This design comes from an exercise in tuning for small area, a short achievable clock period and few clock cycles on the open sky130 flow, not from production work. Only simulation tests tie the RTL to the original design; equivalence was not proved. Power figures rest on the tool's default switching activity, not on a simulated workload.

$ cat flow/run.sh
#!/bin/bash
# Layout flow: the standard ORFS flow, unchanged, except that repair_timing
# aims for 6 ns of setup slack (a 3 ns target) instead of 0.
set -euo pipefail
export SETUP_SLACK_MARGIN=6
bash standard.sh > standard.log 2>&1
$ cat standard.sh
#!/bin/bash
# synth_recipe.tcl (not shown) runs the flow's synth.tcl, then flattens the netlist and writes it again
# the make line also repeats each setting of config.mk as NAME=value (left out here)
make -C /OpenROAD-flow-scripts/flow DESIGN_CONFIG=/design/flow/config.mk WORK_HOME=/design/flow/orfs CLKGATE_MAP_FILE= SYNTH_SCRIPT=/design/flow/synth_recipe.tcl "${@:-finish}"
$ cat config.mk
export PLATFORM = sky130hd
export DESIGN_NAME = blind_chunk_rx
export DESIGN_NICKNAME = blind_chunk_rx
export VERILOG_FILES = /design/flow/design.v
export SDC_FILE = /design/flow/constraint.sdc
export NUM_CORES = 4
export LEC_CHECK = 0
export CAP_MARGIN = 30
export CORE_MARGIN = 2
export CORE_UTILIZATION = 55
export CTS_CLUSTER_DIAMETER = 60
export CTS_CLUSTER_SIZE = 20
export SLEW_MARGIN = 20
$ cat constraint.sdc
create_clock -name core_clock -period 9.0 [get_ports {clk}]
set_input_delay 1.8000 -clock core_clock [delete_from_list [all_inputs] [get_ports {clk}]]
set_output_delay 1.8000 -clock core_clock [all_outputs]
set_load 0.01 [all_outputs]
$ cat design.v
module crx_ring (
    input  wire        clk,
    input  wire [15:0] w_hi_n,
    input  wire [15:0] w_lo_n,
    input  wire [7:0]  w_dat,
    input  wire [5:0]  r_addr,
    output reg  [31:0] r_dat
);
    reg  [2047:0] mem;
    wire [15:0]   rlo = 16'd1 << r_addr[3:0];
    wire [3:0]    rhi = 4'd1 << r_addr[5:4];
    integer       k, q;
    genvar gi;
    generate
        for (gi = 0; gi < 256; gi = gi + 1) begin : g_row
            always @(posedge clk)
                if (!w_hi_n[gi / 16] && !w_lo_n[gi % 16])
                    mem[gi*8 +: 8] <= w_dat;
        end
    endgenerate
    always @* begin
        r_dat = 32'd0;
        for (q = 0; q < 4; q = q + 1)
            for (k = 0; k < 64; k = k + 1)
                r_dat[q*8 +: 8] = r_dat[q*8 +: 8]
                                | (mem[(q*64 + k)*8 +: 8] & {8{rhi[k / 16] & rlo[k % 16]}});
    end
endmodule
module blind_chunk_rx (
    input  wire        clk,
    input  wire        rst,         
    input  wire        cmd_valid,
    input  wire [1:0]  cmd_op,
    input  wire [7:0]  cmd_data,
    output wire        cmd_ready,
    output reg         tok_valid,
    output wire [7:0]  tok_data,
    output reg         evt_valid,
    output reg  [3:0]  evt_code,
    output reg  [15:0] evt_a,
    output reg  [15:0] evt_b,
    output reg         dst_valid,
    output reg  [7:0]  dst_data,
    input  wire        dst_ready
);
    localparam integer CHUNK_MAX = 256;
    localparam integer IMG_CAP   = 16384;
    localparam [1:0] OP_BYTE = 2'd0, OP_START = 2'd1, OP_TIMEOUT = 2'd2, OP_ABORT = 2'd3;
    localparam [1:0] PH_OFF = 2'd0, PH_HDR = 2'd1, PH_PAY = 2'd2, PH_CHK = 2'd3;
    localparam [3:0] EV_STARTED  = 4'd0, EV_SIZE_ERR = 4'd1, EV_CHK_ERR  = 4'd2,
                     EV_IDX_ERR  = 4'd3, EV_CAP_ERR  = 4'd4, EV_CHUNK_OK = 4'd5,
                     EV_COMPLETE = 4'd6, EV_TIMEOUT  = 4'd7, EV_ABORTED  = 4'd8,
                     EV_IGNORED  = 4'd9;
    function [7:0] crc8_step;
        input [7:0] a;
        input [7:0] b;
        integer i;
        reg [7:0] c;
        begin
            c = a ^ b;
            for (i = 0; i < 8; i = i + 1)
                c = c[7] ? ((c << 1) ^ 8'h07) : (c << 1);
            crc8_step = c;
        end
    endfunction
    reg        rdy;
    reg        m_full;
    reg [1:0]  m_op;
    reg [7:0]  m_dat;
    wire       go;              
    wire       fire = cmd_valid && rdy;
    wire       cpend_nx, full_nx, pay_nx;
    assign cmd_ready = rdy;
    always @(posedge clk) begin
        if (rst) begin
            rdy    <= 1'b1;
            m_full <= 1'b0;
        end else begin
            rdy    <= !cpend_nx && !(full_nx && pay_nx);
            m_full <= rdy ? fire : (m_full && !go);
        end
        if (rdy) begin
            m_op  <= cmd_op;
            m_dat <= cmd_data;
        end
    end
    reg [1:0]  phase;
    reg [7:0]  cnt;             
    reg [16:0] expected;        
    reg [14:0] dlen;            
    reg [7:0]  chk_acc;         
    reg [15:0] idx;             
    reg        last_hi;         
    reg [7:0]  size_hi;
    reg [8:0]  size;            
    reg        last;            
    reg        idx_ok;          
    reg        cap_ok;          
    reg        cpend;           
    reg        tok_nack, tok_ack;
    assign tok_data = {3'b000, tok_nack, 1'b0, 1'b1, tok_ack, tok_nack};
    reg [8:0]  rd;              
    reg [8:0]  wbase;           
    reg [8:0]  wptr;            
    reg [15:0] w_hi_n;          
    reg [15:0] w_lo_n;
    reg [7:0]  w_dat;
    wire [31:0] r_dat;
    crx_ring u_ring (
        .clk(clk), .w_hi_n(w_hi_n), .w_lo_n(w_lo_n), .w_dat(w_dat),
        .r_addr(rd[5:0]), .r_dat(r_dat)
    );
    reg         full;
    wire [8:0]  fill       = wptr - rd;
    wire        fill_ge255 = fill[8] || (fill[7:0] == 8'hFF);
    wire is_byte = (m_op == OP_BYTE);
    wire in_pay  = is_byte && phase == PH_PAY;
    assign go    = m_full && !cpend && !(in_pay && full);
    wire b_hdr = go && is_byte && phase == PH_HDR;
    wire b_pay = go && in_pay;
    wire b_chk = go && is_byte && phase == PH_CHK;
    wire b_off = go && is_byte && phase == PH_OFF;
    wire o_start = go && m_op == OP_START;
    wire o_tmo   = go && m_op == OP_TIMEOUT && phase != PH_OFF;
    wire o_abort = go && m_op == OP_ABORT   && phase != PH_OFF;
    wire        hdr_end  = (cnt[2:0] == 3'd6);
    wire        sz_big   = (size_hi > 8'd1) || (size_hi == 8'd1 && m_dat != 8'd0);
    wire        sz_zero  = (size_hi == 8'd0) && (m_dat == 8'd0);
    wire [8:0]  size9    = {size_hi[0], m_dat};
    wire [15:0] dlen_cap = {1'b0, dlen} + {7'd0, size9};
    wire [8:0]  cnt_inc  = {1'b0, cnt} + 9'd1;
    wire        pay_end  = (cnt_inc == size);
    wire        chk_ok   = (chk_acc == m_dat);
    wire [16:0] idx_inc  = {1'b0, idx} + 17'd1;
    wire        accept   = b_chk && chk_ok && idx_ok && cap_ok;
    wire        e_size   = b_hdr && hdr_end && sz_big;
    wire        e_chk    = b_chk && !chk_ok;
    wire        e_idx    = b_chk && chk_ok && !idx_ok;
    wire        e_cap    = b_chk && chk_ok && idx_ok && !cap_ok;
    assign cpend_nx = accept && last;
    assign full_nx  = b_pay ? fill_ge255 : fill[8];
    assign pay_nx   = (b_hdr && hdr_end && !sz_big && !sz_zero) ||
                      (phase == PH_PAY && !(go && !is_byte) && !(b_pay && pay_end));
    always @(posedge clk) begin
        if (rst) begin
            phase    <= PH_OFF;
            cnt      <= 8'd0;
            expected <= 17'd0;
            dlen     <= 15'd0;
            cpend    <= 1'b0;
            full     <= 1'b0;
            wbase    <= 9'd0;
            wptr     <= 9'd0;
            w_hi_n   <= 16'hFFFF;
        end else begin
            full   <= full_nx;
            w_hi_n <= b_pay ? ~(16'd1 << wptr[7:4]) : 16'hFFFF;
            cpend  <= cpend_nx;
            if (o_start) begin
                phase    <= PH_HDR;
                cnt      <= 8'd0;
                expected <= 17'd0;
                dlen     <= 15'd0;
            end
            if (o_tmo) begin
                phase <= PH_HDR;
                cnt   <= 8'd0;
            end
            if (o_abort)
                phase <= PH_OFF;
            if (b_hdr) begin
                if (hdr_end) begin
                    cnt  <= 8'd0;
                    wptr <= wbase;
                    if (!sz_big)
                        phase <= sz_zero ? PH_CHK : PH_PAY;
                end else begin
                    cnt <= cnt_inc[7:0];
                end
            end
            if (b_pay) begin
                wptr <= wptr + 9'd1;
                if (pay_end) begin
                    phase <= PH_CHK;
                    cnt   <= 8'd0;
                end else begin
                    cnt <= cnt_inc[7:0];
                end
            end
            if (b_chk)
                phase <= (accept && !last) || e_chk || e_idx ? PH_HDR : PH_OFF;
            if (accept) begin
                dlen     <= dlen + {6'd0, size};
                expected <= expected + 17'd1;
                wbase    <= wptr;
            end
        end
    end
    always @(posedge clk) begin
        w_lo_n <= ~(16'd1 << wptr[3:0]);
        w_dat  <= m_dat;
        if (b_hdr) begin
            chk_acc <= crc8_step((cnt[2:0] == 3'd0) ? 8'h00 : chk_acc, m_dat);
            if (cnt[2:0] == 3'd1) idx[15:8] <= m_dat;
            if (cnt[2:0] == 3'd2) idx[7:0]  <= m_dat;
            if (cnt[2:0] == 3'd3) last_hi   <= (idx_inc[16:8] == {1'b0, m_dat});
            if (cnt[2:0] == 3'd4) last      <= last_hi && (idx_inc[7:0] == m_dat);
            if (cnt[2:0] == 3'd5) size_hi   <= m_dat;
            if (hdr_end) begin
                size   <= size9;
                idx_ok <= ({1'b0, idx} == expected);
                cap_ok <= (dlen_cap <= IMG_CAP);
            end
        end
        if (b_pay)
            chk_acc <= chk_acc ^ m_dat;
    end
    always @(posedge clk) begin
        if (rst) begin
            tok_valid <= 1'b0;
            evt_valid <= 1'b0;
        end else begin
            tok_valid <= o_tmo || e_size || e_chk || e_idx || accept;
            evt_valid <= cpend || o_start || o_tmo || o_abort || b_off ||
                         e_size || e_chk || e_idx || e_cap || accept;
        end
        tok_nack <= !accept;
        tok_ack  <= accept;
        evt_code <= cpend   ? EV_COMPLETE :
                    o_start ? EV_STARTED  :
                    o_tmo   ? EV_TIMEOUT  :
                    o_abort ? EV_ABORTED  :
                    b_off   ? EV_IGNORED  :
                    e_size  ? EV_SIZE_ERR :
                    e_chk   ? EV_CHK_ERR  :
                    e_idx   ? EV_IDX_ERR  :
                    e_cap   ? EV_CAP_ERR  : EV_CHUNK_OK;
        evt_a <= ({16{cpend}}           & {1'b0, dlen})
               | ({16{o_tmo}}           & {14'd0, phase})
               | ({16{b_off}}           & {8'd0, m_dat})
               | ({16{e_size}}          & {size_hi, m_dat})
               | ({16{e_chk}}           & {8'd0, chk_acc})
               | ({16{e_idx || accept}} & idx)
               | ({16{e_cap}}           & {1'b0, dlen});
        evt_b <= ({16{o_tmo}}           & {8'd0, cnt})
               | ({16{e_chk}}           & {8'd0, m_dat})
               | ({16{e_idx}}           & expected[15:0])
               | ({16{e_cap || accept}} & {7'd0, size});
    end
    reg        r1_valid;
    reg [31:0] r1_dat;
    reg [1:0]  r1_sel;
    wire       out_free = !dst_valid || dst_ready;
    wire       r1_adv   = !r1_valid || out_free;
    wire       avail    = (rd != wbase);
    always @(posedge clk) begin
        if (rst) begin
            rd        <= 9'd0;
            r1_valid  <= 1'b0;
            dst_valid <= 1'b0;
        end else begin
            if (r1_adv) begin
                r1_valid <= avail;
                if (avail)
                    rd <= rd + 9'd1;
            end
            if (out_free)
                dst_valid <= r1_valid;
        end
        if (r1_adv) begin
            r1_dat <= r_dat;
            r1_sel <= rd[7:6];
        end
        if (out_free)
            dst_data <= r1_dat[r1_sel*8 +: 8];
    end
endmodule
==> impl_metrics.env, run 1 <==
export IMPL_area_sequential_um2=67600
export IMPL_final_weighted_congestion_in_routability_driven_placement=1.01
export IMPL_post_drt_wl_per_cell_um=43.9
export IMPL_static_leakage_power_nw=32.1
export IMPL_multi_input_comb_area_um2=19600
export IMPL_holdCritStartpoint="wbase[6]"
export IMPL_worst_r2r_setup_slack_ns=5.87
export IMPL_hold_path_class="reg2reg"
export IMPL_timing_final_max_slew_violations=0
export IMPL_clk_insertion_delay_late_ns=0.84
export IMPL_worstSetupPathType="reg2out"
export IMPL_critical_path_required_ns=7.20
export IMPL_area_growth_pct=14.7
export IMPL_finalSetupViolations=0
export IMPL_grt_pass1_vias=53900
export IMPL_initial_utilization_pct=55.3
export IMPL_post_cts_hold_buffer_count=0
export IMPL_firstDrtPassIters=9
export IMPL_number_of_distinct_library_cells_after_synthesis=83
export IMPL_hold_end="wbase[6]"
export IMPL_crit_path_start_kind="register"
export IMPL_die_height_um=403
export IMPL_tritoncts="done"
export IMPL_worst_path_buf_inv=1
export IMPL_largest_net_degree_at_the_start_of_global_routing=104
export IMPL_min_period_over_period_pct=35.0
export IMPL_synth_avg_cell_area_um2=15.8
export IMPL_post_drt_via_cell_ratio=7.36
export IMPL_placeableCoreArea_um2=158000
export IMPL_fp_dieArea_um2=162000
export IMPL_cell_by_cell_listing_of_the_critical_path="buf_2"
export IMPL_power_density_normalized_to_cell_area_nw_per_um2=212
export IMPL_timing_critical_path_to_type="output port"
export IMPL_clock_root_buffer="sky130_fd_sc_hd__clkbuf_16"
export IMPL_num_vias=59400
export IMPL_post_synth_top_flop="sky130_fd_sc_hd__edfxtp_1"
export IMPL_synth_cell_area_um2=87500
export IMPL_grt_overflow_total=0
export IMPL_io_pins=70
export IMPL_seq_area_frac_synth_pct=77.1
export IMPL_cts_buffers=155
export IMPL_worst_clock_skew_ns=0.0366
export IMPL_crit_fanout=1
export IMPL_first_iteration_detailed_routing_drc_count=12300
export IMPL_width_of_the_die_um=403
export IMPL_finalNonFillerCells=8073
export IMPL_drc=0
export IMPL_grt_setup_unrepaired="yes"
export IMPL_dp_cells=7633
export IMPL_r2r_start="rd[3]"
export IMPL_finalWorstPathRequiredPeriod_ns=3.15
export IMPL_maxCapViolCount=0
export IMPL_worst_r2r_cell_count=10
export IMPL_routed_wirelength_um=354000
export IMPL_synthCells=5541
export IMPL_clk_sinks=2300
export IMPL_status="timing/DRC/antenna clean"
export IMPL_synth_seq_cells=2300
export IMPL_reg_to_reg_end="r1_dat[5]"
export IMPL_fin_setup_tns_ns=0
export IMPL_fraction_of_final_layout_cells_with_drive_strength_greater_than_1_pct=18.2
export IMPL_antenna_found_initial=26
export IMPL_ir_drop_mv=0.219
export IMPL_async_flop_share_pct=0
export IMPL_maxSlewHeadroom_pct=22.8
export IMPL_critical_path_startpoint="dst_data[2]"
export IMPL_portBuffers=64
export IMPL_fp_row_count=146
export IMPL_groute_usage_overall_pct=42.8
export IMPL_clock_transition_at_the_registers_of_the_reported_paths_ns=0.08
export IMPL_fill_cells=11400
export IMPL_crit_arrival_ns=1.35
export IMPL_timing_critical_path_slowest_cell_delay_ns=0.39
export IMPL_critical_path_slowest_cell="sky130_fd_sc_hd__edfxtp_1"
export IMPL_final_hold_viol_count=0
export IMPL_grt_pass1_wl_um=467000
export IMPL_synth_edf_count=2145
export IMPL_path_delay_family="flip-flops"
export IMPL_htree_num_levels=4
export IMPL_crit_cells=1
export IMPL_maxClockFrequency_mhz=317
export IMPL_hpwl_um=222000
export IMPL_worstHoldPathCells=2
export IMPL_worst_slew_pin_transition_ns=1.16
export IMPL_nets=5949
export IMPL_ys_warnings_count=2
export IMPL_cts_root_to_sink_buffers=3
export IMPL_antenna_violating_nets_post_route=0
## where the power goes
part	leakage [nW]	switching, mW	internal, mW
combinational	9.08	1.24	0.594
sequential	20.6	0.263	11.8
clock	2.38	3.80	3.52
## tightest hold or removal path: stages (launching register included)
cell                      delay (ns)
sky130_fd_sc_hd__dfxtp_1        0.34
sky130_fd_sc_hd__nand2_1        0.06
sky130_fd_sc_hd__a21oi_1        0.05
## layout make-up
| cell class | count | area share, % |
|---|---|---|
| clock inverter | 79 | 0.826 |
| multi-input combinational | 2841 | 19.5 |
| tap | 2072 | 2.58 |
| sequential | 2300 | 67.4 |
| inverter | 47 | 0.187 |
| timing repair buffer | 542 | 5.42 |
| clock buffer | 179 | 4.05 |
| antenna | 13 | 0.0324 |
## cell families after synthesis
logic type	after synthesis	synth area share [%]
adder cells (fa/ha/maj)	48	0.712
multiplexers	113	1.45
AO/OA/AOI/OAI	1271	10.8
buffers and inverters	404	1.90
other	2	0.00858
AND/OR/NAND/NOR	1289	6.80
XOR/XNOR	114	1.17
flip-flops	2300	77.1
## sequential cells by signal, summed over array words and instances, names as in the netlist, 9 cells and up
signal	flops
w_lo_n	16
r1_dat	32
evt_b	16
evt_a	16
u_ring.mem	2048
rd	9
expected	17
wbase	9
wptr	9
dlen	15
w_hi_n	16
size	9
idx	16
## worst max path at each step
stage / endpoint / slack [ns]
6_report: dst_data[2] / 5.85
5_1_grt: dst_data[2] / 5.81
4_1_cts: dst_data[2] / 5.79
3_5_place_dp: r1_dat[31] / 4.25
3_3_place_gp: r1_dat[31] / 4.22
2_1_floorplan: rd[8] / 6.01
## cells in the final DEF, fill, tap and decap left out, types with 99 or more instances in the layout
cell type / instances
sky130_fd_sc_hd__a21oi_1: 116
sky130_fd_sc_hd__a22oi_1: 698
sky130_fd_sc_hd__buf_4: 347
sky130_fd_sc_hd__clkbuf_16: 165
sky130_fd_sc_hd__dfxtp_1: 99
sky130_fd_sc_hd__edfxtp_1: 2145
sky130_fd_sc_hd__nand2_1: 296
sky130_fd_sc_hd__nand3_1: 138
sky130_fd_sc_hd__nand4_1: 131
sky130_fd_sc_hd__nor2_1: 366
## metal layers
metal  track usage, %  up-vias  wire [um]
met1             57.1    29800     122000
met5            0.416        -        169
met3             13.6     1186      54700
li1                 -    22800          -
met4             28.0       26      27700
met2             60.8     5654     149000
## stage by stage
stage | setup slack (ns) | total power, mW | cell area, um^2 | hold WS (ns) | utilization [%]
floorplan | 6.01 | 12.9 | 87600 | 0.436 | -
global placement | 4.22 | 13.8 | 91500 | 0.475 | 57.9
detailed placement | 4.25 | 13.8 | 92400 | 0.485 | 58.4
CTS | 5.79 | 21.0 | 98700 | 0.495 | 62.4
global route | 5.81 | 21.5 | 100000 | 0.525 | 63.4
finish | 5.85 | 21.2 | 100000 | 0.494 | 63.5
## Yosys cell counts, drive strengths merged, types with 25 or more instances
master / instances / area, um^2
edfxtp: 2145 / 64400
a22oi: 722 / 5430
nor2: 468 / 1760
nand2: 311 / 1170
clkbuf: 253 / 950
dfxtp: 155 / 3100
nand3: 149 / 746
nand4: 131 / 820
a21oi: 119 / 599
buf: 104 / 541
mux2i: 93 / 931
a221oi: 73 / 646
xnor2: 67 / 587
nor3: 64 / 320
o21ai: 64 / 320
a222oi: 47 / 470
inv: 46 / 173
ha: 45 / 563
xor2: 45 / 394
a22o: 44 / 385
nor4: 43 / 269
o22ai: 25 / 156
## what timing repair did
item	CTS	global route
buffers inserted	81	49
gates cloned	2	6
pin swaps	33	44
endpoints found under the setup margin	134	112
resized for setup	416	154
Testbench counts, summed over its fixed seeds: cycles 57,153.
==> inputs of run 2 (changes only) <==
--- a/config.mk
+++ b/config.mk
@@ -7,7 +7,7 @@
 export LEC_CHECK = 0
 export CAP_MARGIN = 30
 export CORE_MARGIN = 2
-export CORE_UTILIZATION = 55
+export CORE_UTILIZATION = 65
 export CTS_CLUSTER_DIAMETER = 60
 export CTS_CLUSTER_SIZE = 20
 export SLEW_MARGIN = 20
==> impl_metrics.env, run 2 <==
export IMPL_status="timing/DRC/antenna clean"
export IMPL_maxClockFrequency_mhz=314
export IMPL_finalWorstPathRequiredPeriod_ns=3.18
export IMPL_synthCells=5541
export IMPL_clk_sinks=2300
export IMPL_ys_warnings_count=2
export IMPL_antenna_violating_nets_post_route=0
export IMPL_post_drt_wl_per_cell_um=43.7
export IMPL_num_vias=59900
export IMPL_largest_net_degree_at_the_start_of_global_routing=217
export IMPL_worst_slew_pin_transition_ns=1.31
export IMPL_timing_critical_path_to_type="register"
export IMPL_placeableCoreArea_um2=134000
export IMPL_maxSlewHeadroom_pct=13.0
export IMPL_final_hold_viol_count=0
export IMPL_met2_wirelength_um=140000
export IMPL_clk_insertion_delay_late_ns=0.85
export IMPL_drc=0
export IMPL_die_height_um=371
export IMPL_cts_root_to_sink_buffers=3
export IMPL_post_synth_top_flop="sky130_fd_sc_hd__edfxtp_1"
export IMPL_post_drt_via_cell_ratio=7.79
export IMPL_synth_seq_cells=2300
export IMPL_groute_usage_overall_pct=48.8
export IMPL_post_cts_hold_buffer_count=0
export IMPL_fill_cells=8177
export IMPL_grt_setup_unrepaired="yes"
export IMPL_fp_row_count=134
export IMPL_finalSetupViolations=0
export IMPL_final_weighted_congestion_in_routability_driven_placement=1.02
export IMPL_maxCapViolCount=0
export IMPL_seq_area_frac_synth_pct=77.1
export IMPL_fraction_of_final_layout_cells_with_drive_strength_greater_than_1_pct=16.9
export IMPL_io_pins=70
export IMPL_worst_clock_skew_ns=0.0447
export IMPL_synth_avg_cell_area_um2=15.8
export IMPL_met1_length_um=107000
export IMPL_synth_largest_area_cell="sky130_fd_sc_hd__edfxtp_1"
export IMPL_min_period_over_period_pct=35.3
export IMPL_clock_root_buffer="sky130_fd_sc_hd__clkbuf_16"
export IMPL_portBuffers=64
export IMPL_timing_final_max_slew_violations=0
export IMPL_met3RoutedLength_um=57400
export IMPL_number_of_distinct_library_cells_after_synthesis=83
export IMPL_async_flop_share_pct=0
export IMPL_fin_setup_tns_ns=0
export IMPL_fp_dieArea_um2=138000
export IMPL_grt_pass1_wl_um=449000
export IMPL_worstSetupPathType="reg2reg"
export IMPL_synth_cell_area_um2=87500
export IMPL_tritoncts="done"
export IMPL_initial_utilization_pct=65.5
export IMPL_width_of_the_die_um=371
export IMPL_crit_arrival_ns=3.74
export IMPL_post_synth_top_count_cell="sky130_fd_sc_hd__edfxtp_1"
export IMPL_final_common_cell="sky130_fd_sc_hd__edfxtp_1"
export IMPL_critical_path_required_ns=9.56
export IMPL_worst_r2r_setup_slack_ns=5.82
export IMPL_firstDrtPassIters=13
export IMPL_routed_wirelength_um=336000
export IMPL_static_leakage_power_nw=31.6
export IMPL_reg_largest_list="u_ring.mem x2048, r1_dat x32, expected x17"
export IMPL_netlist_area_leader_share_pct=73.6
export IMPL_power_density_normalized_to_cell_area_nw_per_um2=212
export IMPL_antenna_found_initial=22
export IMPL_area_growth_pct=13.1
export IMPL_post_route_util_pct=74.1
export IMPL_synth_top_cells_by_area="sky130_fd_sc_hd__edfxtp_1 (74%), sky130_fd_sc_hd__a22oi_1 (6.2%), sky130_fd_sc_hd__dfxtp_1 (3.5%)"
export IMPL_largest_register="u_ring.mem"
export IMPL_synthTopCellsByCount="sky130_fd_sc_hd__edfxtp_1 (2,145), sky130_fd_sc_hd__a22oi_1 (721), sky130_fd_sc_hd__nor2_1 (467)"
export IMPL_ir_drop_mv=0.235
export IMPL_grt_overflow_total=0
export IMPL_hpwl_um=208000
export IMPL_hold_path_class="reg2reg"
export IMPL_grt_pass1_vias=54900
export IMPL_crit_fanout=6
export IMPL_flip_flop_count_of_the_largest_register_all_copies_and_words_added=2048
export IMPL_first_iteration_detailed_routing_drc_count=13600
export IMPL_htree_num_levels=4
export IMPL_clock_transition_at_the_registers_of_the_reported_paths_ns=0.09
export IMPL_synth_edf_count=2145
export IMPL_nets=5882
export IMPL_maxUsedRoutingLayer="met5"
export IMPL_cts_buffers=148
export IMPL_crit_path_start_kind="register"
export IMPL_layout_common_cells="sky130_fd_sc_hd__edfxtp_1 (2,145), sky130_fd_sc_hd__a22oi_1 (702), sky130_fd_sc_hd__nor2_1 (385), sky130_fd_sc_hd__buf_4 (330), sky130_fd_sc_hd__nand2_1 (297)"
## run 2: layer usage
| metal | vias up | GRT usage [%] |
|---|---|---|
| met5 | - | 0 |
| met4 | 28 | 35.6 |
| met3 | 1610 | 18.5 |
| met2 | 6434 | 68.3 |
| met1 | 29200 | 62.6 |
| li1 | 22600 | - |
## run 2: through the flow
step	worst slack, ns	cells	cell area [um^2]	hold WS (ns)	power (mW)
2_1_floorplan	6.01	5544	87600	0.436	12.9
3_3_place_gp	4.32	7227	91000	0.475	13.7
3_5_place_dp	4.86	7296	91600	0.480	13.7
4_1_cts	5.81	7628	98000	0.491	20.7
5_1_grt	5.82	7673	98900	0.523	21.3
6_report	5.82	7686	99000	0.495	21.0
## run 2: worst max-delay path, cell delays in order, from the launching register on
cell and delay (ns):
sky130_fd_sc_hd__dfxtp_4 0.38, sky130_fd_sc_hd__clkinvlp_4 0.12, sky130_fd_sc_hd__buf_6 0.14, sky130_fd_sc_hd__ha_4 0.21
sky130_fd_sc_hd__or3b_4 0.31, sky130_fd_sc_hd__buf_12 0.13, sky130_fd_sc_hd__nor2_4 0.06, sky130_fd_sc_hd__buf_12 0.17
sky130_fd_sc_hd__buf_12 0.15, sky130_fd_sc_hd__a22oi_1 0.20, sky130_fd_sc_hd__nand4_1 0.35, sky130_fd_sc_hd__or4_1 0.66
## run 2: kinds of logic (layout without fill, tap and decap cells)
logic type / after synthesis / count (layout) / share of synthesized area [%]
and+or+nand+nor: 1289 / 1290 / 6.80
other: 2 / 18 / 0.00858
adders and majority gates: 48 / 48 / 0.712
DFF: 2300 / 2300 / 77.1
xor gates and xnor gates: 114 / 114 / 1.17
AOI/OAI and AO/OA: 1271 / 1271 / 10.8
muxes: 113 / 113 / 1.45
buffers and inverters: 404 / 764 / 1.90
## run 2: path summary, 6_finish.rpt
kind             from  cells past startpoint          to
max reg2reg     rd[1]                     11  r1_dat[19]
min          wbase[6]                      2    wbase[6]
max             rd[1]                     11  r1_dat[19]
min reg2reg  wbase[6]                      2    wbase[6]
## run 2: layout make-up
cell class / count / area, um^2 / area share, %
sequential: 2300 / 67600 / 68.3
inverter: 47 / 201 / 0.204
clock buffer: 175 / 3930 / 3.97
tap: 1768 / 2210 / 2.23
multi-input combinational: 2841 / 19800 / 20.0
timing repair buffer: 482 / 4520 / 4.57
antenna: 13 / 32.5 / 0.0329
clock inverter: 60 / 684 / 0.691
## run 2: where the power goes
part / switching (mW) / leakage (nW) / total (mW) / internal (mW)
Combinational: 1.29 / 8.74 / 1.93 / 0.640
Clock: 3.67 / 2.22 / 7.03 / 3.36
Sequential: 0.237 / 20.6 / 12.1 / 11.8
## run 2: what timing repair did
item | 4_1_cts | 5_1_grt
resized for setup | 436 | 122
endpoints found under the hold margin | 0 | 0
setup endpoints to repair | 156 | 97
buffers inserted | 90 | 13
cloned | 7 | 0
pin swaps | 40 | 25

## port drivers added, routing unchanged
The results above use ideal ports. As a check the final layouts listed here were re-extracted and re-timed, cells and wires unchanged.
Step 1: set_driving_cell puts a clkbuf_16 on clk and a buf_2 on each other input, an assumption about the parent block.
Step 2 times the ports against the registers' clock, not the clock port: input delays grow and output delays shrink by t, the midpoint of the rising clock arrivals with the driver on.
a / b / c = no drivers / after step 1 / after step 2; a / b = the first two.
run	shift t [ns]	slack for setup (ns)	worst setup path at the end	worst slew at a driven data input, ns
run 1	0.915	5.846 / 5.753 / 5.276	input to register	0.04
run 2	0.907	5.819 / 5.760 / 5.221	input to register	0.06
After both steps setup and hold are still met in every run listed. For run 2, which loses most, drivers alone change the setup slack by -0.059 ns; drivers and shift together by -0.598 ns.
